Context: an optimization exercise on an open-source flow, tuned for small area, a short achievable clock period and few clock cycles per item. The choices shown serve that exercise and are no tape-out recipe. Function was checked by simulation only, so behaviour that the tests miss may differ from the original.

==> flow/design.v <==
module vorgen (
    input  wire        clk,
    input  wire        rst,
    input  wire        node_we,
    input  wire [5:0]  node_idx,
    input  wire [9:0]  node_dx,
    input  wire [8:0]  node_dy,
    input  wire [2:0]  node_dp,
    input  wire        node_dc,
    input  wire [2:0]  node_da,
    input  wire        start,
    input  wire [9:0]  start_x,
    input  wire [8:0]  start_y,
    input  wire [17:0] start_len,
    output wire        idle,
    output wire        out_valid,
    input  wire        out_ready,
    output wire [7:0]  out_byte
);
    localparam N = 40;
    localparam S_IDLE  = 3'd0;
    localparam S_RUN   = 3'd1;    
    localparam S_SCAN  = 3'd2;    
    localparam S_EMIT  = 3'd3;    
    localparam S_DRAIN = 3'd4;    
    function automatic lexlt(input [20:0] a, input [5:0] ia, input [20:0] b, input [5:0] ib);
        reg [31:0] g, p;
        reg [25:0] x, y;
        integer    n, w;
        begin
            x = {a[19:0], ia};
            y = {b[19:0], ib};
            for (n = 0; n < 32; n = n + 1) begin
                g[n] = (n < 26) ? (~x[n % 26] & y[n % 26]) : 1'b0;
                p[n] = (n < 26) ? (~x[n % 26] | y[n % 26]) : 1'b1;
            end
            for (w = 16; w >= 1; w = w / 2)
                for (n = 0; n < 16; n = n + 1)
                    if (n < w) begin
                        g[n] = g[2*n+1] | (p[2*n+1] & g[2*n]);
                        p[n] = p[2*n+1] & p[2*n];
                    end
            lexlt = (a[20] ^ b[20]) ^ g[0];
        end
    endfunction
    function automatic [21:0] sq11(input [10:0] a);
        reg [21:0] s;
        integer    u, v;
        begin
            s = 22'd0;
            for (u = 0; u < 11; u = u + 1) begin
                s = s + ({21'd0, a[u]} << (2 * u));
                for (v = u + 1; v < 11; v = v + 1)
                    s = s + ({21'd0, a[u] & a[v]} << (u + v + 1));
            end
            sq11 = s;
        end
    endfunction
    reg [9:0]  tx [0:N-1];
    reg [8:0]  ty [0:N-1];
    reg [2:0]  tp [0:N-1];
    reg [2:0]  tq [0:N-1];
    reg        wr_en;
    reg [5:0]  wr_idx;
    reg [9:0]  wr_x;
    reg [8:0]  wr_y;
    reg [2:0]  wr_p, wr_a;
    reg        wr_c;
    reg        idle_q;
    assign idle = idle_q;
    always @(posedge clk) begin
        wr_en  <= node_we && idle_q && !rst;
        wr_idx <= node_idx;
        wr_x   <= node_dx;
        wr_y   <= node_dy;
        wr_p   <= node_dp;
        wr_c   <= node_dc;
        wr_a   <= node_da;
        if (wr_en && wr_idx < N) begin
            tx[wr_idx] <= wr_x;
            ty[wr_idx] <= wr_y;
            tp[wr_idx] <= wr_p + 3'd1;
            tq[wr_idx] <= wr_c ? wr_a + 3'd1 : wr_p + 3'd1;
        end
    end
    reg [2:0]  state;
    reg        valid;        
    reg [9:0]  xe;           
    reg [8:0]  yc;
    reg        at_end;       
    reg [17:0] remaining;
    reg        last;         
    reg        init;         
    reg [N-1:0] scan_set;    
    reg [20:0] dtab [0:N-1];
    reg        pv_ok [0:1];
    reg [5:0]  pv_i  [0:1];
    reg [20:0] pv_v  [0:1];
    reg [9:0]  pv_x  [0:1];
    reg [8:0]  pv_y  [0:1];
    reg [2:0]  pv_p  [0:1];
    reg [2:0]  pv_q  [0:1];
    reg        w_ok  [0:1];
    reg [5:0]  w_i   [0:1];
    reg [20:0] w_v   [0:1];
    reg [9:0]  w_x   [0:1];
    reg [8:0]  w_y   [0:1];
    reg [2:0]  w_p   [0:1];
    reg [2:0]  w_q   [0:1];
    reg [20:0] m_v;
    reg [5:0]  m_i;
    reg [N-1:0] beats;
    reg [20:0]  dnext [0:N-1];
    integer j;
    always @(*) begin
        for (j = 0; j < N; j = j + 1) begin
            dnext[j] = dtab[j] - {9'd0, tx[j], 2'b0};
            beats[j] = lexlt(dnext[j], j[5:0], m_v, m_i)
                       && (j[5:0] != pv_i[0]) && (j[5:0] != pv_i[1]);
        end
    end
    function automatic [N-1:0] lowbit(input [N-1:0] s);
        reg [63:0] pre;
        integer    n, d;
        begin
            pre = {24'd0, s};
            for (d = 1; d < 64; d = d * 2)
                for (n = 63; n >= 0; n = n - 1)
                    if (n >= d) pre[n] = pre[n] | pre[n - d];
            lowbit = s & ~{pre[N-2:0], 1'b0};
        end
    endfunction
    reg [2:0]  credit;
    wire       space = !credit[2];
    wire       any_beat = |scan_set;
    wire [N-1:0] low_q  = lowbit(scan_set);
    wire run_step  = (state == S_RUN)  && space && !any_beat;
    wire emit_step = (state == S_EMIT) && space;
    wire step      = run_step || emit_step;
    reg  [5:0]  a_idx;
    reg  [9:0]  a_x;
    reg  [8:0]  a_y;
    reg  [2:0]  a_p, a_q;
    reg  [20:0] a_d;
    always @(*) begin
        a_idx = 6'd0; a_x = 10'd0; a_y = 9'd0; a_p = 3'd0; a_q = 3'd0; a_d = 21'd0;
        for (j = 0; j < N; j = j + 1) begin
            a_idx = a_idx | ({6{low_q[j]}} & j[5:0]);
            a_x   = a_x   | ({10{low_q[j]}} & tx[j]);
            a_y   = a_y   | ({9{low_q[j]}}  & ty[j]);
            a_p   = a_p   | ({3{low_q[j]}}  & tp[j]);
            a_q   = a_q   | ({3{low_q[j]}}  & tq[j]);
            a_d   = a_d   | ({21{low_q[j]}} & dtab[j]);
        end
    end
    wire scan_go = (state == S_SCAN || (state == S_RUN && any_beat)) && (scan_set != {N{1'b0}});
    wire [N-1:0] scan_rest = scan_set & ~low_q;
    reg        f_ok;
    reg [5:0]  f_idx;
    reg [9:0]  f_x;
    reg [8:0]  f_y;
    reg [2:0]  f_p, f_q;
    reg [20:0] f_d;
    wire signed [11:0] l_dx = $signed({2'b0, f_x}) - $signed({2'b0, xe}) - 12'sd1;
    wire signed [10:0] l_dy = $signed({2'b0, f_y}) - $signed({2'b0, yc});
    reg         h_ok;
    reg  [5:0]  h_idx;
    reg  [9:0]  h_x;
    reg  [8:0]  h_y;
    reg  [2:0]  h_p, h_q;
    reg  [9:0]  h_ax;
    reg  [8:0]  h_ay;
    reg         g_ok;
    reg  [5:0]  g_idx;
    reg  [9:0]  g_x;
    reg  [8:0]  g_y;
    reg  [2:0]  g_p, g_q;
    reg  [19:0] g_sx;
    reg  [17:0] g_sy;
    wire [20:0] g_d = {1'b0, g_sx} + {3'b0, g_sy};
    wire        s_ok  = init ? g_ok  : f_ok;
    wire [5:0]  s_idx = init ? g_idx : f_idx;
    wire [9:0]  s_x   = init ? g_x   : f_x;
    wire [8:0]  s_y   = init ? g_y   : f_y;
    wire [2:0]  s_p   = init ? g_p   : f_p;
    wire [2:0]  s_q   = init ? g_q   : f_q;
    wire [20:0] s_d   = init ? g_d   : f_d;
    reg         c_ok;
    reg  [5:0]  c_idx;
    reg  [9:0]  c_x;
    reg  [8:0]  c_y;
    reg  [2:0]  c_p, c_q;
    reg  [20:0] c_v2, c_v1, cn_v;
    wire p_ju  = !pv_ok[0] || lexlt(c_v2, c_idx, pv_v[0], pv_i[0]);
    wire p_jw  = !pv_ok[1] || lexlt(c_v2, c_idx, pv_v[1], pv_i[1]);
    wire p_uw  = !pv_ok[1] || (pv_ok[0] && lexlt(pv_v[0], pv_i[0], pv_v[1], pv_i[1]));
    wire p_ins = c_ok && (p_ju || p_jw);
    wire p_slot = p_uw;
    wire w_ju  = !w_ok[0] || lexlt(c_v1, c_idx, w_v[0], w_i[0]);
    wire w_jw  = !w_ok[1] || lexlt(c_v1, c_idx, w_v[1], w_i[1]);
    wire w_uw  = !w_ok[1] || (w_ok[0] && lexlt(w_v[0], w_i[0], w_v[1], w_i[1]));
    wire w_ins = c_ok && (w_ju || w_jw);
    wire w_slot = w_uw;
    wire scan_busy = scan_set != {N{1'b0}} || f_ok || h_ok || g_ok || c_ok;
    wire [20:0] ps_v0 = pv_v[0] - {9'd0, pv_x[0], 2'b0};
    wire [20:0] ps_v1 = pv_v[1] - {9'd0, pv_x[1], 2'b0};
    wire        kp_ok = p_slot ? pv_ok[0] : pv_ok[1];
    wire [20:0] kp_v  = p_slot ? ps_v0 : ps_v1;
    wire [5:0]  kp_i  = p_slot ? pv_i[0] : pv_i[1];
    wire        kp_far = kp_ok && lexlt(cn_v, c_idx, kp_v, kp_i);
    wire [20:0] pw_v0 = pv_v[0] - {10'd0, pv_x[0], 1'b0};
    wire [20:0] pw_v1 = pv_v[1] - {10'd0, pv_x[1], 1'b0};
    wire [20:0] p8_v0 = pv_v[0] - {8'd0, pv_x[0], 3'b0};
    wire [20:0] p8_v1 = pv_v[1] - {8'd0, pv_x[1], 3'b0};
    wire        p8_01 = lexlt(p8_v0, pv_i[0], p8_v1, pv_i[1]);
    integer k;
    always @(posedge clk) begin
        for (k = 0; k < N; k = k + 1) begin
            if (init && c_ok && c_idx == k)
                dtab[k] <= c_v2;
            else if (step)
                dtab[k] <= dnext[k];
        end
        f_ok  <= scan_go;
        f_idx <= a_idx; f_x <= a_x; f_y <= a_y; f_p <= a_p; f_q <= a_q;
        f_d   <= a_d;
        h_ok  <= init && f_ok;
        h_idx <= f_idx; h_x <= f_x; h_y <= f_y; h_p <= f_p; h_q <= f_q;
        h_ax  <= l_dx[11] ? -l_dx[9:0] : l_dx[9:0];
        h_ay  <= l_dy[10] ? -l_dy[8:0] : l_dy[8:0];
        g_ok  <= h_ok;
        g_idx <= h_idx; g_x <= h_x; g_y <= h_y; g_p <= h_p; g_q <= h_q;
        g_sx  <= sq11({1'b0, h_ax});
        g_sy  <= sq11({2'b0, h_ay});
        c_ok  <= s_ok;
        c_idx <= s_idx; c_x <= s_x; c_y <= s_y; c_p <= s_p; c_q <= s_q;
        c_v2  <= s_d;
        c_v1  <= s_d + {10'd0, s_x, 1'b0};
        cn_v  <= s_d - {9'd0, s_x, 2'b0};
        if (scan_go)
            scan_set <= scan_rest;
        if (step) begin
            for (k = 0; k < 2; k = k + 1) begin
                w_ok[k] <= pv_ok[k]; w_i[k] <= pv_i[k]; w_x[k] <= pv_x[k];
                w_y[k]  <= pv_y[k];  w_p[k] <= pv_p[k]; w_q[k] <= pv_q[k];
            end
            w_v[0]  <= pw_v0;
            w_v[1]  <= pw_v1;
            pv_v[0] <= ps_v0;
            pv_v[1] <= ps_v1;
            m_v     <= p8_01 ? p8_v1 : p8_v0;
            m_i     <= p8_01 ? pv_i[1] : pv_i[0];
            scan_set  <= beats;
        end else begin
            if (p_ins) begin
                m_v <= kp_far ? kp_v : cn_v;
                m_i <= kp_far ? kp_i : c_idx;
            end
            if (p_ins) begin
                pv_ok[p_slot] <= 1'b1; pv_i[p_slot] <= c_idx; pv_v[p_slot] <= c_v2;
                pv_x[p_slot]  <= c_x;  pv_y[p_slot] <= c_y;
                pv_p[p_slot]  <= c_p;  pv_q[p_slot] <= c_q;
            end
            if (w_ins) begin
                w_ok[w_slot] <= 1'b1; w_i[w_slot] <= c_idx; w_v[w_slot] <= c_v1;
                w_x[w_slot]  <= c_x;  w_y[w_slot] <= c_y;
                w_p[w_slot]  <= c_p;  w_q[w_slot] <= c_q;
            end
        end
        if (rst) begin
            state    <= S_IDLE;
            idle_q   <= 1'b1;
            valid    <= 1'b0;
            f_ok     <= 1'b0;
            h_ok     <= 1'b0;
            g_ok     <= 1'b0;
            c_ok     <= 1'b0;
            scan_set <= {N{1'b0}};
            init     <= 1'b0;
        end else begin
            if (node_we && idle_q)
                valid <= 1'b0;
            case (state)
                S_IDLE: begin
                    if (start) begin
                        idle_q    <= 1'b0;
                        remaining <= start_len;
                        last      <= (start_len == 18'd1);
                        if (valid && start_x == xe && start_y == yc) begin
                            state <= S_RUN;
                        end else begin
                            xe       <= start_x;
                            yc       <= start_y;
                            at_end   <= (start_x == 10'd798);
                            init     <= 1'b1;
                            scan_set <= {N{1'b1}};
                            pv_ok[0] <= 1'b0; pv_ok[1] <= 1'b0;
                            w_ok[0]  <= 1'b0; w_ok[1]  <= 1'b0;
                            state    <= S_SCAN;
                        end
                    end
                end
                S_RUN: begin
                    if (any_beat) begin
                        init     <= 1'b0;
                        state    <= S_SCAN;
                    end
                end
                S_SCAN: begin
                    if (!scan_busy)
                        state <= S_EMIT;
                end
                default: ;
            endcase
            if (step) begin
                remaining <= remaining - 18'd1;
                last      <= (remaining == 18'd2);
                valid     <= 1'b1;
                if (at_end) begin
                    xe     <= 10'd0;
                    yc     <= yc + 9'd1;
                    at_end <= 1'b0;
                end else begin
                    xe     <= xe + 10'd2;
                    at_end <= (xe == 10'd796);
                end
                if (last) begin
                    state <= S_DRAIN;
                    if (at_end) valid <= 1'b0;
                end else if (at_end) begin
                    init     <= 1'b1;
                    scan_set <= {N{1'b1}};
                    pv_ok[0] <= 1'b0; pv_ok[1] <= 1'b0;
                    w_ok[0]  <= 1'b0; w_ok[1]  <= 1'b0;
                    state    <= S_SCAN;
                end else begin
                    state <= S_RUN;
                end
            end
            if (state == S_DRAIN && (credit == 3'd0 || (credit == 3'd1 && pop))) begin
                state  <= S_IDLE;
                idle_q <= 1'b1;
            end
        end
    end
    wire [20:0] e1_d  = w_v[0] - w_v[1];
    wire        e1_0  = e1_d[20] | ((e1_d == 21'd0) & (w_i[0] < w_i[1]));
    wire [20:0] e1_t  = e1_d[20] ? -e1_d : e1_d;
    wire [2:0]  e1_c  = e1_0 ? (yc[0] ? w_q[0] : w_p[0]) : (yc[0] ? w_q[1] : w_p[1]);
    wire [10:0] e1_ex = {1'b0, w_x[0]} - {1'b0, w_x[1]};
    wire [9:0]  e1_ey = {1'b0, w_y[0]} - {1'b0, w_y[1]};
    wire [20:0] e2_d  = pv_v[0] - pv_v[1];
    wire        e2_0  = e2_d[20] | ((e2_d == 21'd0) & (pv_i[0] < pv_i[1]));
    wire [20:0] e2_t  = e2_d[20] ? -e2_d : e2_d;
    wire [2:0]  e2_c  = e2_0 ? (yc[0] ? pv_p[0] : pv_q[0]) : (yc[0] ? pv_p[1] : pv_q[1]);
    wire [10:0] e2_ex = {1'b0, pv_x[0]} - {1'b0, pv_x[1]};
    wire [9:0]  e2_ey = {1'b0, pv_y[0]} - {1'b0, pv_y[1]};
    reg        s1_ok;
    reg [10:0] s1_t1, s1_t2;
    reg        s1_b1, s1_b2;     
    reg [2:0]  s1_c1, s1_c2;
    reg [9:0]  s1_x1, s1_x2;
    reg [8:0]  s1_y1, s1_y2;
    reg        s2_ok;
    reg [21:0] s2_tt1, s2_tt2;
    reg [19:0] s2_xx1, s2_xx2;
    reg [17:0] s2_yy1, s2_yy2;
    reg        s2_b1, s2_b2;
    reg [2:0]  s2_c1, s2_c2;
    always @(posedge clk) begin
        s1_ok <= step;
        s1_t1 <= e1_t[10:0];
        s1_b1 <= |e1_t[19:11];
        s1_c1 <= e1_c;
        s1_x1 <= e1_ex[10] ? -e1_ex[9:0] : e1_ex[9:0];
        s1_y1 <= e1_ey[9]  ? -e1_ey[8:0] : e1_ey[8:0];
        s1_t2 <= e2_t[10:0];
        s1_b2 <= |e2_t[19:11];
        s1_c2 <= e2_c;
        s1_x2 <= e2_ex[10] ? -e2_ex[9:0] : e2_ex[9:0];
        s1_y2 <= e2_ey[9]  ? -e2_ey[8:0] : e2_ey[8:0];
        s2_ok  <= s1_ok;
        s2_tt1 <= sq11(s1_t1);
        s2_xx1 <= sq11({1'b0, s1_x1});
        s2_yy1 <= sq11({2'b0, s1_y1});
        s2_b1  <= s1_b1;
        s2_c1  <= s1_c1;
        s2_tt2 <= sq11(s1_t2);
        s2_xx2 <= sq11({1'b0, s1_x2});
        s2_yy2 <= sq11({2'b0, s1_y2});
        s2_b2  <= s1_b2;
        s2_c2  <= s1_c2;
        if (rst) begin
            s1_ok <= 1'b0;
            s2_ok <= 1'b0;
        end
    end
    wire [19:0] dd1  = s2_xx1 + {2'b0, s2_yy1};
    wire [19:0] dd2  = s2_xx2 + {2'b0, s2_yy2};
    wire        blk1 = !s2_b1 && (s2_tt1 < {dd1, 2'b00});
    wire        blk2 = !s2_b2 && (s2_tt2 < {dd2, 2'b00});
    wire [7:0]  s2_byte = {1'b0, blk1 ? 3'd0 : s2_c1, 1'b0, blk2 ? 3'd0 : s2_c2};
    reg [7:0]  oq [0:3];
    reg [2:0]  count;
    reg        ov;
    wire       pop = ov && out_ready;
    assign out_valid = ov;
    assign out_byte  = oq[0];
    wire [2:0] cnt_after_pop = count - {2'b0, pop};
    always @(posedge clk) begin
        for (k = 0; k < 4; k = k + 1) begin
            if (s2_ok && cnt_after_pop == k)
                oq[k] <= s2_byte;
            else if (pop)
                oq[k] <= (k < 3) ? oq[(k + 1) % 4] : oq[k];
        end
        if (rst) begin
            count  <= 3'd0;
            ov     <= 1'b0;
            credit <= 3'd0;
        end else begin
            count  <= cnt_after_pop + {2'b0, s2_ok};
            ov     <= (cnt_after_pop != 3'd0) || s2_ok;
            credit <= credit + {2'b0, step} - {2'b0, pop};
        end
    end
endmodule
==> flow/flow/run.sh <==
#!/bin/bash
# Standard ORFS layout (the standard.sh, standard synthesis unchanged), with the
# timing repair asked to keep a setup margin so that the achieved period shrinks.
set -euo pipefail
cat >> config.mk <<'CFG'
export SETUP_SLACK_MARGIN = 9
CFG
bash standard.sh > standard_flow.log 2>&1
==> flow/standard.sh <==
#!/bin/bash
# synth_recipe.tcl (not shown) runs the flow's synth.tcl, then flattens the netlist and writes it again
# the make line also repeats each setting of config.mk as NAME=value (left out here)
make -C /OpenROAD-flow-scripts/flow DESIGN_CONFIG=/design/flow/config.mk WORK_HOME=/design/flow/orfs CLKGATE_MAP_FILE= SYNTH_SCRIPT=/design/flow/synth_recipe.tcl "${@:-finish}"
==> flow/config.mk <==
export PLATFORM = sky130hd
export DESIGN_NAME = vorgen
export DESIGN_NICKNAME = vorgen
export VERILOG_FILES = /design/flow/design.v
export SDC_FILE = /design/flow/constraint.sdc
export NUM_CORES = 4
export LEC_CHECK = 0
export CAP_MARGIN = 20
export CORE_MARGIN = 2
export CORE_UTILIZATION = 40
export SLEW_MARGIN = 20
export SETUP_SLACK_MARGIN = 9
==> flow/constraint.sdc <==
create_clock -name core_clock -period 14.0 [get_ports {clk}]
set_input_delay 2.8000 -clock core_clock [delete_from_list [all_inputs] [get_ports {clk}]]
set_output_delay 2.8000 -clock core_clock [all_outputs]
set_load 0.01 [all_outputs]
==> results by group, run 1 <==
Critical path
  – CP startpoint kind: flop
  – R2R Path Start: pv_i[1][1]
  – Slowest-stage cell, CP: edfxtp_1
  – Worst Reg2Reg Path Length in Cells: 24
  – Crit path max-delay family: compound AO/OA/AOI/OAI gates
  – Worst path max stage delay: 0.46 ns
  – Worst path bufs/invs: 5
  – Crit-path max FO: 5
  – Worst flop-to-flop path endpoint: m_i[5]
  – Critical path class: reg2reg
  – Critical-path cell list: inv_2, ha_4, or3b_4, a21oi_4, o21ai_2, a21oi_2, o2111a_1, o41ai_2, mux2_4, or2_4, buf_12, mux2_4, a22oi_2, and3_1, o311a_4, a2111oi_4, o32a_1, o211ai_2, mux2i_4, buf_6, buf_12, buf_16, mux2i_1, o211ai_1
  – Crit end category: flop
  – Worst Path Required: 14.68 ns
  – Critical path data arrival time: 6.30 ns
  – Flop2flop setup slack: 8.39 ns

Logic synthesis
  – Number of flops mapped to enable cells by yosys: 2,138
  – Mapped Cells: 17,000
  – Average cell area after synthesis: 9.90 sq um
  – Top FF cell, synth: edfxtp_1
  – Synth async-reset ratio: 0
  – Unique masters post-synth: 107
  – Post-Syn Area: 0.168 sq mm
  – Synthesized flop and latch total: 2,682
  – Sequential area share after synthesis: 0.447
  – Syn. warnings: 4

Finish
  – Layout Nets: 18,500
  – Finished Layout Cells: 23,000
  – Area grow syn2layout: 16.7%
  – Layout cells sized above 1: 0.153
  – Final Cell Area: 0.196 sq mm
  – Fill cell count: 38,500
  – Final core occ: 0.469

Clock tree
  – CTS tree: built
  – Num Clock Sinks: 2,682
  – Num CTS Buffers: 315
  – Hold Buf Count CTS: 0
  – Clock transition at path regs: 0.07 ns
  – Clock buffer depth: 4
  – H-Tree Depth: 5
  – CTS Root Cell: clkbuf_16
  – Clock Latency Late Sink: 1.01 ns

Die
  – Die Width: 652 um
  – Die Span Y: 652 um
  – # rows: 237
  – Core box area: 0.417 sq mm
  – Die Area: 0.425 sq mm
  – Top Ports: 84
  – Initial core utilization: 0.402

Placed design
  – GP Congestion: 0.976
  – DP Cell Count: 22,000
  – DP Area: 0.175 sq mm
  – Worst slack, placed: 6.85 ns
  – Port Buffers: 81
  – DP HPWL: 458,000 um

Timing
  – Post-layout minimum cycle time: 5.61 ns
  – Tightest Pin Transition: 1.24 ns
  – Final setup margin: 8.39 ns
  – RSZ-0062 raised after global routing: true
  – Sum Neg Setup Slack: 0 ns
  – Finish-stage setup viols: 0
  – Final Skew: 0.0997 ns
  – Final period util: 0.401
  – Relative slew slack: 0.168
  – Final Hold Viols: 0
  – Achievable Freq: 0.178 GHz
  – Slew Limit Fails: 0

Global route
  – Grt ovf: 0
  – Grt peak-use layer: met2
  – Global Route met1 Usage: 0.387
  – Routing usage on met2: 0.445
  – Vias in the first global route: 129,000
  – Initial antenna violation count: 32
  – Largest net degree at the start of global routing: 61
  – M3 GR Usage: 0.0481
  – Gr usage total: 0.287
  – First-pass GRT wire length: 904,000 um

Job
  – Max_cap viols: 0

Drt
  – DRT Wirelength: 641,000 um
  – ANT nets after route: 0
  – DR vias/cell: 6.08
  – DRT iter0 DRCs: 18,600
  – Vias: 140,000
  – TritonRoute pass-1 iters: 9
  – WL per Instance: 27.9 um
  – Residual DRC: 0

Hold path
  – Min-Delay Startpoint: h_idx[1]
  – Hold depth: 0
  – Hold WC Path Type: reg2reg
  – Hold endpoint: g_idx[1]

Status
  – Status: finished clean
==> worst reg2reg max path: stages (launching register included) <==
cell	delay, ns
edfxtp_1	0.46
inv_2	0.09
ha_4	0.17
or3b_4	0.39
a21oi_4	0.18
o21ai_2	0.08
a21oi_2	0.21
o2111a_1	0.26
o41ai_2	0.07
mux2_4	0.38
or2_4	0.28
buf_12	0.14
mux2_4	0.32
a22oi_2	0.19
and3_1	0.19
o311a_4	0.21
a2111oi_4	0.04
o32a_1	0.40
o211ai_2	0.26
mux2i_4	0.35
buf_6	0.14
buf_12	0.11
buf_16	0.13
mux2i_1	0.18
o211ai_1	0.10
==> cell families after synthesis <==
group                      after synthesis  share of synthesized area
AOI/OAI and AO/OA                     4159                      0.167
other                                    1                  0.0000223
xor gates and xnor gates              1097                     0.0572
buffers and inverters                 2228                     0.0503
adders and majority gates             1540                      0.121
DFF                                   2682                      0.447
muxes                                  282                     0.0186
and+or+nand+nor                       4963                      0.139
==> worst max path at each step <==
stage | slack, ns | from | cells past startpoint | end
after global routing | 8.26 | pv_i[1][1] | 24 | m_v[1]
after detailed placement | 6.85 | c_idx[1] | 19 | pv_y[1][7]
after floorplan | 8.82 | dtab[22][2] | 21 | scan_set[22]
after global placement | 6.85 | pv_i[1][0] | 20 | pv_y[1][7]
after CTS | 8.50 | pv_i[1][1] | 22 | m_v[6]
final | 8.39 | pv_i[1][1] | 24 | m_i[5]
==> cell type report <==
type | instances | area (sq um) | area share
Clock buffer | 402 | 8550 | 0.0437
Multi-Input combinational cell | 12000 | 90800 | 0.463
Clock inverter | 168 | 1820 | 0.00930
Antenna cell | 24 | 60.1 | 0.000307
Sequential cell | 2682 | 75200 | 0.384
Timing Repair inverter | 3 | 23.8 | 0.000121
Inverter | 1408 | 5370 | 0.0274
Timing Repair Buffer | 731 | 7190 | 0.0367
Tap cell | 5497 | 6880 | 0.0351
==> synthesized netlist by cell type, types with 287 or more instances <==
library cell,number,share of area
a21oi_1,1149,0.034
and2_1,287,0.011
clkbuf_1,686,0.015
dfxtp_1,544,0.065
edfxtp_1,2138,0.38
ha_1,1024,0.076
inv_1,1385,0.031
nand2_1,1618,0.036
nand3_1,322,0.0096
nor2_1,1295,0.029
nor3_1,338,0.010
o21ai_0,771,0.023
xnor2_1,822,0.043
==> stage by stage <==
step / hold WS [ns]
final: 0.246
after global routing: 0.254
after CTS: 0.241
after detailed placement: 0.312
after global placement: 0.310
after floorplan: 0.310
==> registers in the layout (all words and copies together), names as in the netlist, 19 cells and up <==
| signal | flops |
|---|---|
| c_v1 | 20 |
| scan_set | 40 |
| s2_xx1 | 19 |
| pv_x | 20 |
| g_sx | 19 |
| cn_v | 21 |
| m_v | 21 |
| w_x | 20 |
| ty | 360 |
| f_d | 21 |
| s2_tt1 | 20 |
| tq | 120 |
| pv_v | 42 |
| dtab | 840 |
| c_v2 | 19 |
| s2_xx2 | 19 |
| w_v | 42 |
| tp | 120 |
| tx | 400 |
| s2_tt2 | 20 |
==> metal layers <==
layer,vias to the layer above,wire [um],part of all wire
met2,7678,281000,0.44
met4,8,39700,0.062
li1,62400,-,-
met3,1509,65100,0.10
met1,68100,255000,0.40
met5,-,55,0.000086
==> placed cells by master, fill, tap and decap left out, drive strengths merged, types with 245 or more instances in the layout <==
cell type / n
and2: 288
maj3: 284
dfxtp: 544
nand3: 322
nor3: 339
ha: 1024
edfxtp: 2138
xor2: 275
a222oi: 245
a21oi: 1149
buf: 635
inv: 1403
nand2: 1624
nor2: 1298
clkbuf: 413
xnor2: 822
o21ai: 793
==> timing repair <==
item,in CTS,in global routing
cloned,18,19
gates resized for setup,861,796
pin swaps,439,525
endpoints found under the setup margin,1338,706
setup buffers,185,153
Testbench counts, summed over its fixed seeds: cycles 27,946, bytes 19,660.
==> run 2, diff against run 1 <==
--- a/flow/design.v
+++ b/flow/design.v
@@ -95,7 +95,9 @@
     reg [20:0] dtab [0:N-1];
     reg        pv_ok [0:1];
     reg [5:0]  pv_i  [0:1];
-    reg [20:0] pv_v  [0:1];
+    reg [20:0] pv_v  [0:1];    
+    reg [20:0] pn_v  [0:1];    
+    reg [20:0] pb_v  [0:1];    
     reg [9:0]  pv_x  [0:1];
     reg [8:0]  pv_y  [0:1];
     reg [2:0]  pv_p  [0:1];
@@ -115,7 +117,7 @@
     always @(*) begin
         for (j = 0; j < N; j = j + 1) begin
             dnext[j] = dtab[j] - {9'd0, tx[j], 2'b0};
-            beats[j] = lexlt(dnext[j], j[5:0], m_v, m_i)
+            beats[j] = lexlt(dtab[j], j[5:0], m_v, m_i)
                        && (j[5:0] != pv_i[0]) && (j[5:0] != pv_i[1]);
         end
     end
@@ -132,7 +134,7 @@
     endfunction
     reg [2:0]  credit;
     wire       space = !credit[2];
-    wire       any_beat = |scan_set;
+    reg        any_beat;    
     wire [N-1:0] low_q  = lowbit(scan_set);
     wire run_step  = (state == S_RUN)  && space && !any_beat;
     wire emit_step = (state == S_EMIT) && space;
@@ -153,7 +155,7 @@
             a_d   = a_d   | ({21{low_q[j]}} & dtab[j]);
         end
     end
-    wire scan_go = (state == S_SCAN || (state == S_RUN && any_beat)) && (scan_set != {N{1'b0}});
+    wire scan_go = (state == S_SCAN || state == S_RUN) && any_beat;
     wire [N-1:0] scan_rest = scan_set & ~low_q;
     reg        f_ok;
     reg [5:0]  f_idx;
@@ -190,7 +192,11 @@
     reg  [9:0]  c_x;
     reg  [8:0]  c_y;
     reg  [2:0]  c_p, c_q;
-    reg  [20:0] c_v2, c_v1, cn_v;
+    reg  [20:0] c_v2, c_v1, cn_v, cb_v;
+    wire [12:0] s_x2 = {2'b0, s_x, 1'b0};
+    wire [12:0] s_x4 = {1'b0, s_x, 2'b0};
+    wire [12:0] s_x6 = s_x4 + s_x2;
+    wire [12:0] s_x8 = {s_x, 3'b0};
     wire p_ju  = !pv_ok[0] || lexlt(c_v2, c_idx, pv_v[0], pv_i[0]);
     wire p_jw  = !pv_ok[1] || lexlt(c_v2, c_idx, pv_v[1], pv_i[1]);
     wire p_uw  = !pv_ok[1] || (pv_ok[0] && lexlt(pv_v[0], pv_i[0], pv_v[1], pv_i[1]));
@@ -201,25 +207,23 @@
     wire w_uw  = !w_ok[1] || (w_ok[0] && lexlt(w_v[0], w_i[0], w_v[1], w_i[1]));
     wire w_ins = c_ok && (w_ju || w_jw);
     wire w_slot = w_uw;
-    wire scan_busy = scan_set != {N{1'b0}} || f_ok || h_ok || g_ok || c_ok;
-    wire [20:0] ps_v0 = pv_v[0] - {9'd0, pv_x[0], 2'b0};
-    wire [20:0] ps_v1 = pv_v[1] - {9'd0, pv_x[1], 2'b0};
+    wire scan_busy = any_beat || f_ok || h_ok || g_ok || c_ok;
+    wire [20:0] pb_s0 = pb_v[0] - {9'd0, pv_x[0], 2'b0};
+    wire [20:0] pb_s1 = pb_v[1] - {9'd0, pv_x[1], 2'b0};
     wire        kp_ok = p_slot ? pv_ok[0] : pv_ok[1];
-    wire [20:0] kp_v  = p_slot ? ps_v0 : ps_v1;
+    wire [20:0] kp_v  = p_slot ? pn_v[0] : pn_v[1];
     wire [5:0]  kp_i  = p_slot ? pv_i[0] : pv_i[1];
     wire        kp_far = kp_ok && lexlt(cn_v, c_idx, kp_v, kp_i);
     wire [20:0] pw_v0 = pv_v[0] - {10'd0, pv_x[0], 1'b0};
     wire [20:0] pw_v1 = pv_v[1] - {10'd0, pv_x[1], 1'b0};
-    wire [20:0] p8_v0 = pv_v[0] - {8'd0, pv_x[0], 3'b0};
-    wire [20:0] p8_v1 = pv_v[1] - {8'd0, pv_x[1], 3'b0};
-    wire        p8_01 = lexlt(p8_v0, pv_i[0], p8_v1, pv_i[1]);
+    wire        pb_01 = lexlt(pb_v[0], pv_i[0], pb_v[1], pv_i[1]);
     integer k;
     always @(posedge clk) begin
         for (k = 0; k < N; k = k + 1) begin
             if (init && c_ok && c_idx == k)
-                dtab[k] <= c_v2;
-            else if (step)
-                dtab[k] <= dnext[k];
+                dtab[k] <= cn_v;
+            else
+                dtab[k] <= dtab[k] - {9'd0, tx[k] & {10{step}}, 2'b0};
         end
         f_ok  <= scan_go;
         f_idx <= a_idx; f_x <= a_x; f_y <= a_y; f_p <= a_p; f_q <= a_q;
@@ -234,11 +238,13 @@
         g_sy  <= sq11({2'b0, h_ay});
         c_ok  <= s_ok;
         c_idx <= s_idx; c_x <= s_x; c_y <= s_y; c_p <= s_p; c_q <= s_q;
-        c_v2  <= s_d;
-        c_v1  <= s_d + {10'd0, s_x, 1'b0};
-        cn_v  <= s_d - {9'd0, s_x, 2'b0};
+        c_v2  <= s_d + (init ? 21'd0 : {8'd0, s_x4});
+        c_v1  <= s_d + {8'd0, init ? s_x2 : s_x6};
+        cn_v  <= s_d - (init ? {8'd0, s_x4} : 21'd0);
+        cb_v  <= s_d - {8'd0, init ? s_x8 : s_x4};
         if (scan_go)
             scan_set <= scan_rest;
+            any_beat <= |scan_rest;
         if (step) begin
             for (k = 0; k < 2; k = k + 1) begin
                 w_ok[k] <= pv_ok[k]; w_i[k] <= pv_i[k]; w_x[k] <= pv_x[k];
@@ -246,11 +252,16 @@
             end
             w_v[0]  <= pw_v0;
             w_v[1]  <= pw_v1;
-            pv_v[0] <= ps_v0;
-            pv_v[1] <= ps_v1;
-            m_v     <= p8_01 ? p8_v1 : p8_v0;
-            m_i     <= p8_01 ? pv_i[1] : pv_i[0];
+            pv_v[0] <= pn_v[0];
+            pv_v[1] <= pn_v[1];
+            pn_v[0] <= pb_v[0];
+            pn_v[1] <= pb_v[1];
+            pb_v[0] <= pb_s0;
+            pb_v[1] <= pb_s1;
+            m_v     <= pb_01 ? pb_v[1] : pb_v[0];
+            m_i     <= pb_01 ? pv_i[1] : pv_i[0];
             scan_set  <= beats;
+            any_beat  <= |beats;
         end else begin
             if (p_ins) begin
                 m_v <= kp_far ? kp_v : cn_v;
@@ -258,6 +269,7 @@
             end
             if (p_ins) begin
                 pv_ok[p_slot] <= 1'b1; pv_i[p_slot] <= c_idx; pv_v[p_slot] <= c_v2;
+                pn_v[p_slot]  <= cn_v; pb_v[p_slot] <= cb_v;
                 pv_x[p_slot]  <= c_x;  pv_y[p_slot] <= c_y;
                 pv_p[p_slot]  <= c_p;  pv_q[p_slot] <= c_q;
             end
@@ -276,6 +288,7 @@
             g_ok     <= 1'b0;
             c_ok     <= 1'b0;
             scan_set <= {N{1'b0}};
+            any_beat <= 1'b0;
             init     <= 1'b0;
         end else begin
             if (node_we && idle_q)
@@ -294,6 +307,7 @@
                             at_end   <= (start_x == 10'd798);
                             init     <= 1'b1;
                             scan_set <= {N{1'b1}};
+                    any_beat <= 1'b1;
                             pv_ok[0] <= 1'b0; pv_ok[1] <= 1'b0;
                             w_ok[0]  <= 1'b0; w_ok[1]  <= 1'b0;
                             state    <= S_SCAN;
@@ -330,6 +344,7 @@
                 end else if (at_end) begin
                     init     <= 1'b1;
                     scan_set <= {N{1'b1}};
+                    any_beat <= 1'b1;
                     pv_ok[0] <= 1'b0; pv_ok[1] <= 1'b0;
                     w_ok[0]  <= 1'b0; w_ok[1]  <= 1'b0;
                     state    <= S_SCAN;
==> results by group, run 2 <==
Critical path
  – Critical path data arrival time: 6.64 ns
  – Worst Reg2Reg Path Length in Cells: 18
  – Crit-path max FO: 33
  – Crit path max-delay family: compound AO/OA/AOI/OAI gates
  – Flop2flop setup slack: 8.15 ns
  – Critical path class: reg2reg
  – Worst path bufs/invs: 4
  – R2R Path Start: m_v[8]
  – Worst flop-to-flop path endpoint: any_beat
  – Critical-path cell list: buf_4, inv_2, buf_4, buf_6, nand2_1, o21ai_0, a221oi_1, o311ai_1, a21oi_1, xnor2_1, a221o_1, o2111ai_1, or4_1, or4b_4, a2111oi_4, nor4b_2, nor4b_2, a41oi_1
  – Slowest-stage cell, CP: o311ai_1
  – Worst path max stage delay: 0.81 ns
  – CP startpoint kind: flop
  – Worst Path Required: 14.79 ns
  – Crit end category: flop

Logic synthesis
  – Leading cell type by number of instances after synthesis: nand2_1
  – Syn. warnings: 4
  – Share of the synthesized area in the top cell type: 0.268
  – Mapped Cells: 16,900
  – Average cell area after synthesis: 9.67 sq um
  – Top FF cell, synth: edfxtp_1
  – Main area contributors after synthesis: edfxtp_1 27%, dfxtp_1 16%, ha_1 7.9%
  – Synth cell count leaders: 1,867 x nand2_1, 1,462 x edfxtp_1, 1,323 x dfxtp_1
  – Unique masters post-synth: 95
  – Synth area leader: edfxtp_1
  – Post-Syn Area: 0.164 sq mm
  – Synthesized flop and latch total: 2,785
  – Sequential area share after synthesis: 0.429
  – Number of flops mapped to enable cells by yosys: 1,462
  – Synth async-reset ratio: 0

Timing
  – Finish-stage setup viols: 0
  – Sum Neg Setup Slack: 0 ns
  – Achievable Freq: 0.171 GHz
  – Relative slew slack: 0.174
  – Slew Limit Fails: 0
  – Final setup margin: 8.15 ns
  – Worst hold slack: 0.326 ns
  – Post-layout minimum cycle time: 5.85 ns
  – Final period util: 0.418
  – Final Skew: 0.0908 ns
  – Tightest Pin Transition: 1.24 ns
  – Final Hold Viols: 0
  – RSZ-0062 raised after global routing: true

Finish
  – Multi-input gate area: 0.0893 sq mm
  – Largest Register: dtab
  – Most common cell after layout, fill and taps aside: nand2_1
  – Layout cells sized above 1: 0.107
  – Fill cell count: 38,300
  – Finished Layout Cells: 22,700
  – Max FFs per register: 840
  – Area grow syn2layout: 14.8%
  – Most frequent cells in the layout: 1,857 x nand2_1, 1,462 x edfxtp_1, 1,261 x dfxtp_1
  – Layout Nets: 18,300
  – Biggest regs: dtab x840, tx x400, ty x360
  – Reg area: 0.0705 sq mm

Drt
  – ANT nets after route: 0
  – DRT iter0 DRCs: 18,400
  – Vias: 138,000
  – DR vias/cell: 6.07
  – WL per Instance: 28.2 um
  – TritonRoute pass-1 iters: 14
  – Residual DRC: 0
  – DRT Wirelength: 640,000 um

Hold path
  – Min-Delay Startpoint: h_q[1]
  – Hold WC Path Type: reg2reg
  – Hold depth: 0
  – Hold endpoint: g_q[1]

Job
  – Max_cap viols: 0

Global route
  – Grt ovf: 0
  – First-pass GRT wire length: 898,000 um
  – Vias in the first global route: 127,000
  – Gr usage total: 0.293
  – Largest net degree at the start of global routing: 64
  – Initial antenna violation count: 42

Clock tree
  – Clock Latency Late Sink: 0.99 ns
  – CTS tree: built
  – Clock buffer depth: 4
  – Hold Buf Count CTS: 0
  – CTS Root Cell: clkbuf_16
  – Clock transition at path regs: 0.06 ns
  – Num CTS Buffers: 320
  – H-Tree Depth: 5
  – Num Clock Sinks: 2,785

Die
  – Die Area: 0.415 sq mm
  – # rows: 235
  – Die Span Y: 644 um
  – Core box area: 0.409 sq mm
  – Die Width: 644 um
  – Initial core utilization: 0.401
  – Top Ports: 84

Placed design
  – DP Cell Count: 21,900
  – GP Congestion: 1.01
  – Worst slack, placed: 6.32 ns
  – Port Buffers: 81
  – DP HPWL: 448,000 um

Status
  – Status: finished clean
## run 2: worst max path at each step
stage                    start       end  slack [ns]  depth (start not counted)
CTS                 start_y[5]  any_beat        8.29                         17
floorplan           start_y[4]  any_beat        7.95                         15
global route        start_x[7]  any_beat        8.16                         17
finish                  m_v[8]  any_beat        8.15                         18
detailed placement  start_x[5]  any_beat        6.32                         17
global placement    start_y[2]  any_beat        6.22                         17
## run 2: cells by family after synthesis
group,count (synthesis),share of synthesized area
compound gates,4131,0.174
xor+xnor,996,0.0532
fa+ha+maj,1556,0.125
buf+inv,1953,0.0456
flops,2785,0.429
mux,323,0.0217
other cells,1,0.0000229
simple gates,5195,0.151
## run 2: worst register-to-register path: cells and delay by family, from the launching register on
family          cells  cell delay, ns
flops               1            0.41
xor+xnor            1            0.38
buf+inv             4            1.41
simple gates        5            1.54
compound gates      8            1.99
## run 2: metal layers
layer | vias to the layer above | share of wire | GRT usage
met5 | - | 0.00021 | 0
met4 | 20 | 0.071 | 0.170
met3 | 1721 | 0.11 | 0.0613
met2 | 7814 | 0.42 | 0.439
met1 | 66600 | 0.40 | 0.391
li1 | 61700 | - | -
## run 2: cell type report
type / count / area share
flip-flops and latches: 2785 / 0.375
diodes: 21 / 0.000279
repair buffers: 634 / 0.0351
inverters: 1036 / 0.0209
clock buffers: 469 / 0.0497
clock inverters: 120 / 0.00810
multi-input cells: 12200 / 0.475
well taps: 5451 / 0.0363
## run 2: repair_timing
action / CTS / global route
gates resized for setup: 388 / 464
setup buffers: 95 / 84
pin swaps: 82 / 106
cloned: 25 / 21
endpoints found under the setup margin: 1017 / 717
endpoints found under the hold margin: 0 / 0
## run 2: per-stage QoR
stage	area [sq um]	utilization
after floorplan	164000	-
after global placement	171000	0.419
after detailed placement	171000	0.419
after CTS	185000	0.453
after global routing	188000	0.460
final	188000	0.460
Testbench counts of run 2, summed over its fixed seeds: cycles 27,946, bytes 19,660.
==> run 3, diff against run 2 <==
==> flow/flow/run.sh (replaced) <==
#!/bin/bash
# Standard ORFS layout (the standard.sh, standard synthesis unchanged), with the
# timing repair asked to keep a setup margin so that the achieved period shrinks.
set -euo pipefail
cat >> config.mk <<'CFG'
export SETUP_SLACK_MARGIN = 9.2
CFG
bash standard.sh > standard_flow.log 2>&1
--- a/flow/config.mk
+++ b/flow/config.mk
@@ -8,5 +8,7 @@
 export CAP_MARGIN = 20
 export CORE_MARGIN = 2
 export CORE_UTILIZATION = 40
+export CTS_CLUSTER_DIAMETER = 60
+export CTS_CLUSTER_SIZE = 25
 export SLEW_MARGIN = 20
-export SETUP_SLACK_MARGIN = 9
+export SETUP_SLACK_MARGIN = 9.2
==> results by group, run 3 <==
Status
  – Status: finished clean

Critical path
  – Crit path max-delay family: simple AND/OR/NAND/NOR gates
  – Slowest-stage cell, CP: a2111oi_1
  – Worst path bufs/invs: 3
  – Crit-path max FO: 44
  – Crit end category: flop
  – Critical path class: reg2reg
  – Worst Reg2Reg Path Length in Cells: 17
  – Critical-path cell list: buf_4, inv_2, buf_6, nor2_1, a221oi_1, o211ai_1, a2111oi_1, nor2_1, xnor2_1, o221ai_1, nand4b_1, or4_1, or4b_4, a2111oi_4, nor4b_4, nor4b_4, a41oi_2
  – Crit path from: m_v[15]
  – Worst path max stage delay: 0.82 ns
  – R2R Path Start: m_v[15]
  – Flop2flop setup slack: 7.85 ns
  – Stages on worst setup path: 17
  – CP endpoint: any_beat
  – Worst Path Required: 14.80 ns
  – Critical path data arrival time: 6.95 ns
  – Worst flop-to-flop path endpoint: any_beat
  – CP startpoint kind: flop

Timing
  – Sum Neg Setup Slack: 0 ns
  – Slew Limit Fails: 0
  – Relative slew slack: 0.156
  – Final Hold Viols: 0
  – Post-layout minimum cycle time: 6.15 ns
  – Tightest Pin Transition: 1.26 ns
  – Finish-stage setup viols: 0
  – Worst hold slack: 0.325 ns
  – Final setup margin: 7.85 ns
  – Final period util: 0.439
  – Achievable Freq: 0.163 GHz
  – RSZ-0062 raised after global routing: true
  – Final Skew: 0.0996 ns

Placed design
  – Port Buffers: 81
  – DP Area: 0.171 sq mm
  – DP HPWL: 445,000 um
  – Worst slack, placed: 5.83 ns
  – GP Congestion: 1.01
  – DP Cell Count: 21,900

Logic synthesis
  – Synthesized flop and latch total: 2,785
  – Sequential area share after synthesis: 0.429
  – Mapped Cells: 16,900
  – Synth async-reset ratio: 0
  – Main area contributors after synthesis: edfxtp_1 27%, dfxtp_1 16%, ha_1 7.9%
  – Post-Syn Area: 0.164 sq mm
  – Number of flops mapped to enable cells by yosys: 1,462
  – Syn. warnings: 4
  – Share of the synthesized area in the top cell type: 0.268
  – Leading cell type by number of instances after synthesis: nand2_1
  – Synth area leader: edfxtp_1
  – Average cell area after synthesis: 9.67 sq um
  – Top FF cell, synth: edfxtp_1
  – Synth cell count leaders: 1,867 x nand2_1, 1,462 x edfxtp_1, 1,323 x dfxtp_1
  – Unique masters post-synth: 95

Clock tree
  – Clock buffer depth: 4
  – Num Clock Sinks: 2,785
  – Num CTS Buffers: 285
  – CTS Root Cell: clkbuf_16
  – Clock transition at path regs: 0.08 ns
  – Hold Buf Count CTS: 0
  – H-Tree Depth: 5
  – CTS tree: built
  – Clock Latency Late Sink: 1.01 ns

Global route
  – Vias in the first global route: 127,000
  – First-pass GRT wire length: 910,000 um
  – Grt ovf: 0
  – Initial antenna violation count: 41
  – Largest net degree at the start of global routing: 72
  – Gr usage total: 0.298

Die
  – Die Area: 0.415 sq mm
  – Core box area: 0.409 sq mm
  – Die Span Y: 644 um
  – Top Ports: 84
  – # rows: 235
  – Die Width: 644 um
  – Initial core utilization: 0.401

Drt
  – DRT iter0 DRCs: 19,100
  – Vias: 139,000
  – TritonRoute pass-1 iters: 10
  – DRT Wirelength: 657,000 um
  – WL per Instance: 28.8 um
  – ANT nets after route: 0
  – Residual DRC: 0
  – DR vias/cell: 6.07

Finish
  – Largest Register: dtab
  – Finished Layout Cells: 22,800
  – Max FFs per register: 840
  – Most common cell after layout, fill and taps aside: nand2_1
  – Final Cell Area: 0.191 sq mm
  – Biggest regs: dtab x840, tx x400, ty x360
  – Layout cells sized above 1: 0.122
  – Most frequent cells in the layout: 1,854 x nand2_1, 1,462 x edfxtp_1, 1,251 x dfxtp_1
  – Layout Nets: 18,400
  – Area grow syn2layout: 16.7%

Job
  – Max_cap viols: 0

Hold path
  – Hold WC Path Type: reg2reg
run 3: worst register-to-register path, delay by kind of cell, from the launching register on:
kind                   cells  cell delay (ns)
AND/OR/NAND/NOR            7             2.19
AO/OA/AOI/OAI              6             1.99
buffers and inverters      3             1.17
flip-flops                 1             0.36
XOR/XNOR                   1             0.32
run 3: layout make-up:
type                       count  area, sq um
timing repair buffer         759         9130
tap                         5451         6820
sequential                  2785        70500
antenna                       42          105
clock inverter               206         2580
clock buffer                 322         7520
inverter                    1036         3960
fill                       38000       218000
multi-input combinational  12200        90600
run 3: how the worst min path moves through the flow:
stage	startpoint	endpoint	slack [ns]	cells after the start
global route	s1_c2[1]	s2_c2[1]	0.33	0
floorplan	h_idx[0]	g_idx[0]	0.31	0
CTS	s1_c2[1]	s2_c2[1]	0.33	0
detailed placement	h_p[1]	g_p[1]	0.31	0
finish	h_q[2]	g_q[2]	0.32	0
global placement	h_q[2]	g_q[2]	0.31	0
run 3: metal layers:
layer	global-route usage	part of all wire	vias up
met2	0.444	0.42	7804
met4	0.187	0.082	10
li1	-	-	62100
met3	0.0676	0.11	1885
met5	0	0.00011	-
met1	0.392	0.39	66900
run 3: what timing repair did:
action | in CTS | in global routing
gates resized for setup | 557 | 677
gates cloned | 57 | 41
setup buffers | 145 | 142
pin swaps | 95 | 134
setup endpoints to repair | 1085 | 937
run 3: kinds of logic (layout without fill, tap and decap cells):
kind of cell / after synthesis / in the layout / share of synthesized area
xor gates and xnor gates: 996 / 996 / 0.0532
adders and majority gates: 1556 / 1556 / 0.125
AOI/OAI and AO/OA: 4131 / 4133 / 0.174
other: 1 / 44 / 0.0000229
muxes: 323 / 330 / 0.0217
and+or+nand+nor: 5195 / 5208 / 0.151
DFF: 2785 / 2785 / 0.429
buffers and inverters: 1953 / 2323 / 0.0456
run 3: metrics by stage:
stage / util
final: 0.468
after CTS: 0.456
after detailed placement: 0.419
after floorplan: -
after global routing: 0.468
after global placement: 0.419
==> run 4, diff against run 3 <==
--- a/flow/design.v
+++ b/flow/design.v
@@ -23,6 +23,7 @@
     localparam S_SCAN  = 3'd2;    
     localparam S_EMIT  = 3'd3;    
     localparam S_DRAIN = 3'd4;    
+    localparam S_INIT  = 3'd5;    
     function automatic lexlt(input [20:0] a, input [5:0] ia, input [20:0] b, input [5:0] ib);
         reg [31:0] g, p;
         reg [25:0] x, y;
@@ -207,7 +208,7 @@
     wire w_uw  = !w_ok[1] || (w_ok[0] && lexlt(w_v[0], w_i[0], w_v[1], w_i[1]));
     wire w_ins = c_ok && (w_ju || w_jw);
     wire w_slot = w_uw;
-    wire scan_busy = any_beat || f_ok || h_ok || g_ok || c_ok;
+    wire scan_busy = any_beat || f_ok || h_ok || g_ok;
     wire [20:0] pb_s0 = pb_v[0] - {9'd0, pv_x[0], 2'b0};
     wire [20:0] pb_s1 = pb_v[1] - {9'd0, pv_x[1], 2'b0};
     wire        kp_ok = p_slot ? pv_ok[0] : pv_ok[1];
@@ -299,21 +300,23 @@
                         idle_q    <= 1'b0;
                         remaining <= start_len;
                         last      <= (start_len == 18'd1);
-                        if (valid && start_x == xe && start_y == yc) begin
+                        xe        <= start_x;
+                        yc        <= start_y;
+                        at_end    <= (start_x == 10'd798);
+                        if (valid && start_x == xe && start_y == yc)
                             state <= S_RUN;
-                        end else begin
-                            xe       <= start_x;
-                            yc       <= start_y;
-                            at_end   <= (start_x == 10'd798);
-                            init     <= 1'b1;
-                            scan_set <= {N{1'b1}};
-                    any_beat <= 1'b1;
-                            pv_ok[0] <= 1'b0; pv_ok[1] <= 1'b0;
-                            w_ok[0]  <= 1'b0; w_ok[1]  <= 1'b0;
-                            state    <= S_SCAN;
-                        end
+                        else
+                            state <= S_INIT;
                     end
                 end
+                S_INIT: begin
+                    init     <= 1'b1;
+                    scan_set <= {N{1'b1}};
+                    any_beat <= 1'b1;
+                    pv_ok[0] <= 1'b0; pv_ok[1] <= 1'b0;
+                    w_ok[0]  <= 1'b0; w_ok[1]  <= 1'b0;
+                    state    <= S_SCAN;
+                end
                 S_RUN: begin
                     if (any_beat) begin
                         init     <= 1'b0;
==> flow/flow/run.sh (replaced) <==
#!/bin/bash
# Standard ORFS layout (the standard.sh, standard synthesis unchanged), with the
# timing repair asked to keep a setup margin so that the achieved period shrinks.
set -euo pipefail
cat >> config.mk <<'CFG'
export SETUP_SLACK_MARGIN = 9
CFG
bash standard.sh > standard_flow.log 2>&1
--- a/flow/config.mk
+++ b/flow/config.mk
@@ -8,7 +8,5 @@
 export CAP_MARGIN = 20
 export CORE_MARGIN = 2
 export CORE_UTILIZATION = 40
-export CTS_CLUSTER_DIAMETER = 60
-export CTS_CLUSTER_SIZE = 25
 export SLEW_MARGIN = 20
-export SETUP_SLACK_MARGIN = 9.2
+export SETUP_SLACK_MARGIN = 9
==> results by group, run 4 <==
Status
  – Status: finished clean

Timing
  – Finish-stage setup viols: 0
  – Sum Neg Setup Slack: 0 ns
  – Final Skew: 0.0699 ns
  – Relative slew slack: 0.160
  – Achievable Freq: 0.192 GHz
  – RSZ-0062 raised after global routing: true
  – Final setup margin: 8.78 ns
  – Tightest Pin Transition: 1.26 ns
  – Final period util: 0.373
  – Slew Limit Fails: 0
  – Post-layout minimum cycle time: 5.22 ns
  – Final Hold Viols: 0

Clock tree
  – Clock transition at path regs: 0.06 ns
  – Clock Latency Late Sink: 0.99 ns
  – Num CTS Buffers: 320
  – CTS tree: built
  – CTS Root Cell: clkbuf_16
  – H-Tree Depth: 5
  – Num Clock Sinks: 2,785
  – Clock buffer depth: 4

Global route
  – Largest net degree at the start of global routing: 80
  – Routing usage on met2: 0.482
  – M3 GR Usage: 0.0641
  – Vias in the first global route: 132,000
  – Grt peak-use layer: met2
  – First-pass GRT wire length: 935,000 um
  – Global Route met1 Usage: 0.367
  – Grt ovf: 0
  – Gr usage total: 0.306
  – Initial antenna violation count: 51

Placed design
  – GP Congestion: 1.02
  – DP Cell Count: 22,200
  – Port Buffers: 81
  – Worst slack, placed: 7.74 ns
  – DP HPWL: 474,000 um

Logic synthesis
  – Main area contributors after synthesis: edfxtp_1 27%, dfxtp_1 16%, ha_1 7.9%
  – Synth async-reset ratio: 0
  – Average cell area after synthesis: 9.53 sq um
  – Sequential area share after synthesis: 0.427
  – Share of the synthesized area in the top cell type: 0.266
  – Unique masters post-synth: 98
  – Syn. warnings: 4
  – Synth area leader: edfxtp_1
  – Number of flops mapped to enable cells by yosys: 1,462
  – Leading cell type by number of instances after synthesis: nand2_1
  – Synth cell count leaders: 1,928 x nand2_1, 1,462 x edfxtp_1, 1,323 x dfxtp_1
  – Synthesized flop and latch total: 2,785
  – Post-Syn Area: 0.165 sq mm
  – Mapped Cells: 17,300
  – Top FF cell, synth: edfxtp_1

Finish
  – Most common cell after layout, fill and taps aside: nand2_1
  – Max FFs per register: 840
  – Area grow syn2layout: 13.7%
  – Most frequent cells in the layout: 1,918 x nand2_1, 1,462 x edfxtp_1, 1,266 x dfxtp_1
  – Largest Register: dtab
  – Layout Nets: 18,600
  – Biggest regs: dtab x840, tx x400, ty x360
  – Layout cells sized above 1: 0.101
  – Finished Layout Cells: 23,000

Critical path
  – Worst flop-to-flop path endpoint: any_beat
  – Worst Reg2Reg Path Length in Cells: 16
  – Crit path max-delay family: compound AO/OA/AOI/OAI gates
  – Critical path data arrival time: 6.03 ns
  – Flop2flop setup slack: 8.78 ns
  – Worst path bufs/invs: 3
  – Crit end category: flop
  – CP startpoint kind: flop
  – Slowest-stage cell, CP: a211oi_1
  – Critical path class: reg2reg
  – Worst path max stage delay: 0.59 ns
  – Worst Path Required: 14.81 ns
  – R2R Path Start: m_v[7]
  – Crit-path max FO: 51
  – Critical-path cell list: buf_4, inv_2, buf_12, a222oi_1, o211ai_1, a211oi_1, a2111oi_0, a21oi_2, mux2i_1, nor2_1, o2111ai_1, nor4_1, nand4_1, a2111oi_1, o2111a_1, a21oi_1

Drt
  – Vias: 139,000
  – DRT iter0 DRCs: 16,300
  – WL per Instance: 28.7 um
  – TritonRoute pass-1 iters: 12
  – Residual DRC: 0
  – ANT nets after route: 0
  – DR vias/cell: 6.03
  – DRT Wirelength: 661,000 um

Hold path
  – Min-Delay Startpoint: h_q[1]
  – Hold endpoint: g_q[1]
  – Hold WC Path Type: reg2reg
  – Hold depth: 0

Die
  – Core box area: 0.410 sq mm
  – Die Span Y: 646 um
  – Die Area: 0.418 sq mm
  – Initial core utilization: 0.402
  – Die Width: 646 um
  – Top Ports: 84
  – # rows: 235

Job
  – Max_cap viols: 0
[run 4: changes by cell type after synthesis, sizes merged, moves of 46 or more]
cell    before   now
a22oi      255   371
o21ai      982  1093
a221o       57   148
clkbuf     708   797
inv       1021  1109
nand2     1867  1928
a21boi     101   160
nand3      217   274
xnor2      777   722
xor2       219   271
maj3       289   238
and2       416   370
[run 4: cell type report]
type	instances	area, sq um
Fill cell	38700	223000
Multi-Input combinational cell	12500	89400
Sequential cell	2785	70500
Clock buffer	447	9080
Tap cell	5451	6820
Timing Repair Buffer	601	5710
Inverter	1130	4300
Clock inverter	143	1740
Antenna cell	18	45.0
[run 4: worst max path at each step]
stage                     from        to  slack (ns)  depth (start not counted)
floorplan           pv_i[1][1]   m_v[10]        9.00                         20
global placement    pv_i[0][1]    m_v[9]        7.62                         18
detailed placement  pv_i[0][1]    m_v[9]        7.74                         18
CTS                 pv_i[0][1]   m_v[15]        8.83                         19
global route        pv_i[0][2]   m_v[15]        8.70                         20
finish                  m_v[7]  any_beat        8.78                         16
[run 4: kinds of logic after synthesis]
logic type,after synthesis,share of synthesized area
xor gates and xnor gates,993,0.0527
other,1,0.0000227
AOI/OAI and AO/OA,4367,0.181
and+or+nand+nor,5301,0.152
DFF,2785,0.427
muxes,276,0.0186
buffers and inverters,2092,0.0480
adders and majority gates,1507,0.121
[run 4: routing by layer]
metal,vias up,part of all wire
met2,7084,0.44
met3,2013,0.094
met5,-,0.00023
met1,67000,0.37
met4,22,0.092
li1,62600,-
[run 4: metrics by stage]
step	instance area, sq um	utilization	hold WS [ns]
global route	188000	0.457	0.319
detailed placement	172000	0.420	0.312
finish	188000	0.457	0.313
CTS	185000	0.452	0.308
floorplan	165000	-	0.310
global placement	172000	0.420	0.310
[run 4: repair_timing]
item | CTS | global route
setup endpoints to repair | 848 | 668
gates cloned | 23 | 8
resized for setup | 287 | 357
setup buffers | 66 | 81
pin swaps | 56 | 95
hold buffers | 0 | 0
Testbench counts of run 4, summed over its fixed seeds: cycles 27,267, bytes 19,660.
==> run 5, diff against run 4 <==
--- a/flow/design.v
+++ b/flow/design.v
@@ -214,7 +214,9 @@
     wire        kp_ok = p_slot ? pv_ok[0] : pv_ok[1];
     wire [20:0] kp_v  = p_slot ? pn_v[0] : pn_v[1];
     wire [5:0]  kp_i  = p_slot ? pv_i[0] : pv_i[1];
-    wire        kp_far = kp_ok && lexlt(cn_v, c_idx, kp_v, kp_i);
+    wire        kp_lt0 = lexlt(cn_v, c_idx, pn_v[0], pv_i[0]);
+    wire        kp_lt1 = lexlt(cn_v, c_idx, pn_v[1], pv_i[1]);
+    wire        kp_far = kp_ok && (p_slot ? kp_lt0 : kp_lt1);
     wire [20:0] pw_v0 = pv_v[0] - {10'd0, pv_x[0], 1'b0};
     wire [20:0] pw_v1 = pv_v[1] - {10'd0, pv_x[1], 1'b0};
     wire        pb_01 = lexlt(pb_v[0], pv_i[0], pb_v[1], pv_i[1]);
==> results by group, run 5 <==
Status
  – Status: finished clean

Clock tree
  – Clock Latency Late Sink: 0.98 ns
  – Num Clock Sinks: 2,785
  – CTS tree: built
  – H-Tree Depth: 5
  – Num CTS Buffers: 325
  – Clock transition at path regs: 0.06 ns
  – Hold Buf Count CTS: 0
  – CTS Root Cell: clkbuf_16
  – Clock buffer depth: 4

Critical path
  – Crit end category: flop
  – Critical path class: reg2reg
  – Critical path data arrival time: 5.97 ns
  – Worst Path Required: 14.76 ns
  – CP startpoint kind: flop
  – Crit-path max FO: 21

Drt
  – DR vias/cell: 6.04
  – Vias: 140,000
  – TritonRoute pass-1 iters: 11
  – Residual DRC: 0
  – WL per Instance: 28.7 um
  – ANT nets after route: 0
  – DRT iter0 DRCs: 18,300
  – DRT Wirelength: 663,000 um

Finish
  – Most frequent cells in the layout: 1,975 x nand2_1, 1,462 x edfxtp_1, 1,251 x dfxtp_1
  – Max FFs per register: 840
  – Layout cells sized above 1: 0.0902
  – Most common cell after layout, fill and taps aside: nand2_1
  – Area grow syn2layout: 13.0%
  – Biggest regs: dtab x840, tx x400, ty x360
  – Final Cell Area: 0.187 sq mm
  – Final core occ: 0.455
  – Layout Nets: 18,700
  – Largest Register: dtab

Logic synthesis
  – Average cell area after synthesis: 9.42 sq um
  – Synthesized flop and latch total: 2,785
  – Number of flops mapped to enable cells by yosys: 1,462
  – Synth cell count leaders: 1,989 x nand2_1, 1,462 x edfxtp_1, 1,323 x dfxtp_1
  – Main area contributors after synthesis: edfxtp_1 27%, dfxtp_1 16%, ha_1 7.9%
  – Share of the synthesized area in the top cell type: 0.266
  – Leading cell type by number of instances after synthesis: nand2_1
  – Unique masters post-synth: 100
  – Synth area leader: edfxtp_1
  – Synth async-reset ratio: 0
  – Top FF cell, synth: edfxtp_1
  – Syn. warnings: 4
  – Post-Syn Area: 0.165 sq mm
  – Mapped Cells: 17,500
  – Sequential area share after synthesis: 0.426

Placed design
  – Port Buffers: 81
  – DP HPWL: 481,000 um
  – DP Area: 0.172 sq mm
  – GP Congestion: 1.06

Global route
  – Largest net degree at the start of global routing: 86
  – Initial antenna violation count: 39
  – Grt ovf: 0
  – First-pass GRT wire length: 928,000 um
  – Vias in the first global route: 129,000
  – Gr usage total: 0.304

Timing
  – Worst hold slack: 0.305 ns
  – Sum Neg Setup Slack: 0 ns
  – Final period util: 0.372
  – Final Skew: 0.116 ns
  – Achievable Freq: 0.192 GHz
  – RSZ-0062 raised after global routing: true
  – Finish-stage setup viols: 0
  – Relative slew slack: 0.157
  – Post-layout minimum cycle time: 5.21 ns
  – Final Hold Viols: 0
  – Slew Limit Fails: 0
  – Tightest Pin Transition: 1.26 ns

Job
  – Max_cap viols: 0

Die
  – Initial core utilization: 0.402
  – Die Width: 647 um
  – Core box area: 0.410 sq mm
  – Top Ports: 84
  – # rows: 235
  – Die Span Y: 647 um
  – Die Area: 0.418 sq mm

Hold path
  – Hold WC Path Type: reg2reg
run 5: changes by cell type after synthesis, moves of 59 or more:
| cell | change |
|---|---|
| maj3_1 | +59 |
| a21oi_1 | +148 |
| nand2_1 | +61 |
| a221o_1 | -90 |
| nor2_1 | +73 |
| o21ai_0 | +156 |
run 5: logic make-up after synthesis:
logic type	after synthesis	synth area share
simple gates	5307	0.151
other cells	1	0.0000227
mux	204	0.0137
buf+inv	2101	0.0482
xor+xnor	1013	0.0537
compound gates	4559	0.183
flops	2785	0.426
fa+ha+maj	1568	0.125
run 5: per-stage QoR:
stage | setup WS, ns | cells
floorplan | 9.02 | 17500
global placement | 7.90 | 22400
detailed placement | 7.91 | 22400
CTS | 8.84 | 23000
global route | 8.84 | 23100
finish | 8.79 | 23100
run 5: layer usage:
layer / part of all wire / track usage / wire length [um]
met5: 0.00015 / 0 / 100
met4: 0.077 / 0.193 / 51100
met3: 0.10 / 0.0702 / 69100
met2: 0.43 / 0.461 / 284000
met1: 0.39 / 0.389 / 259000
run 5: area by class of cell:
class | count | area [sq um]
inverters | 1121 | 4250
fillers | 39200 | 224000
clock buffers | 462 | 9250
clock inverters | 137 | 1560
flip-flops and latches | 2785 | 70500
multi-input cells | 12700 | 89000
repair buffers | 487 | 5220
diodes | 38 | 95.1
well taps | 5451 | 6820
run 5: worst paths after layout:
kind | from | endpoint | slack, ns | cells past startpoint
max | m_i[1] | any_beat | 8.79 | 14
min | h_x[8] | g_x[8] | 0.31 | 0
max reg2reg | m_i[1] | any_beat | 8.79 | 14
min reg2reg | h_x[8] | g_x[8] | 0.31 | 0
run 5: worst max-delay path, stage by stage (launching register included):
cell      delay, ns
edfxtp_1       0.34
buf_4          0.29
nand2_2        0.25
a21o_1         0.28
maj3_1         0.37
maj3_1         0.40
o211ai_1       0.53
a21oi_1        0.28
xnor2_2        0.38
o21ai_1        0.30
nor4_4         0.36
nand4b_1       0.27
or4_1          0.48
nor4_1         0.27
o221ai_1       0.15
run 5: what timing repair did:
item                       4_1_cts  5_1_grt
pin swaps                       19       58
gates cloned                    11       15
hold endpoints to repair         0        0
gates resized for setup        256      418
setup buffers                   25       36
setup endpoints to repair      730      618
Testbench counts of run 5, summed over its fixed seeds: cycles 27,267, bytes 19,660.

port drivers added, routing unchanged:
In the flow no input, the clock included, has a driving cell. The finished layouts below were timed again as built, in two steps.
Step 1, drivers: a clkbuf_16 drives clk and a buf_2 each remaining input, both assumed.
Step 2 also shifts input and output timing later by t, the mid clock arrival at the registers, as if the neighbouring blocks saw the same clock.
Slacks: ideal ports / drivers / drivers and shift; pairs: ideal ports / drivers.
| run | t (ns) | setup slack, ns | worst setup path after step 2 |
|---|---|---|---|
| run 1 | 1.089 | 8.386 / 8.386 / 7.977 | input to register |
| run 2 | 1.058 | 8.152 / 8.152 / 7.311 | input to register |
| run 3 | 1.066 | 7.849 / 7.849 / 6.949 | input to register |
| run 4 | 1.064 | 8.779 / 8.779 / 8.284 | input to register |
| run 5 | 1.052 | 8.794 / 8.794 / 8.421 | input to register |
After both steps every run listed still meets setup and hold. For run 3, which loses most, drivers alone change the setup slack by 0.000 ns; drivers and shift together by -0.900 ns.
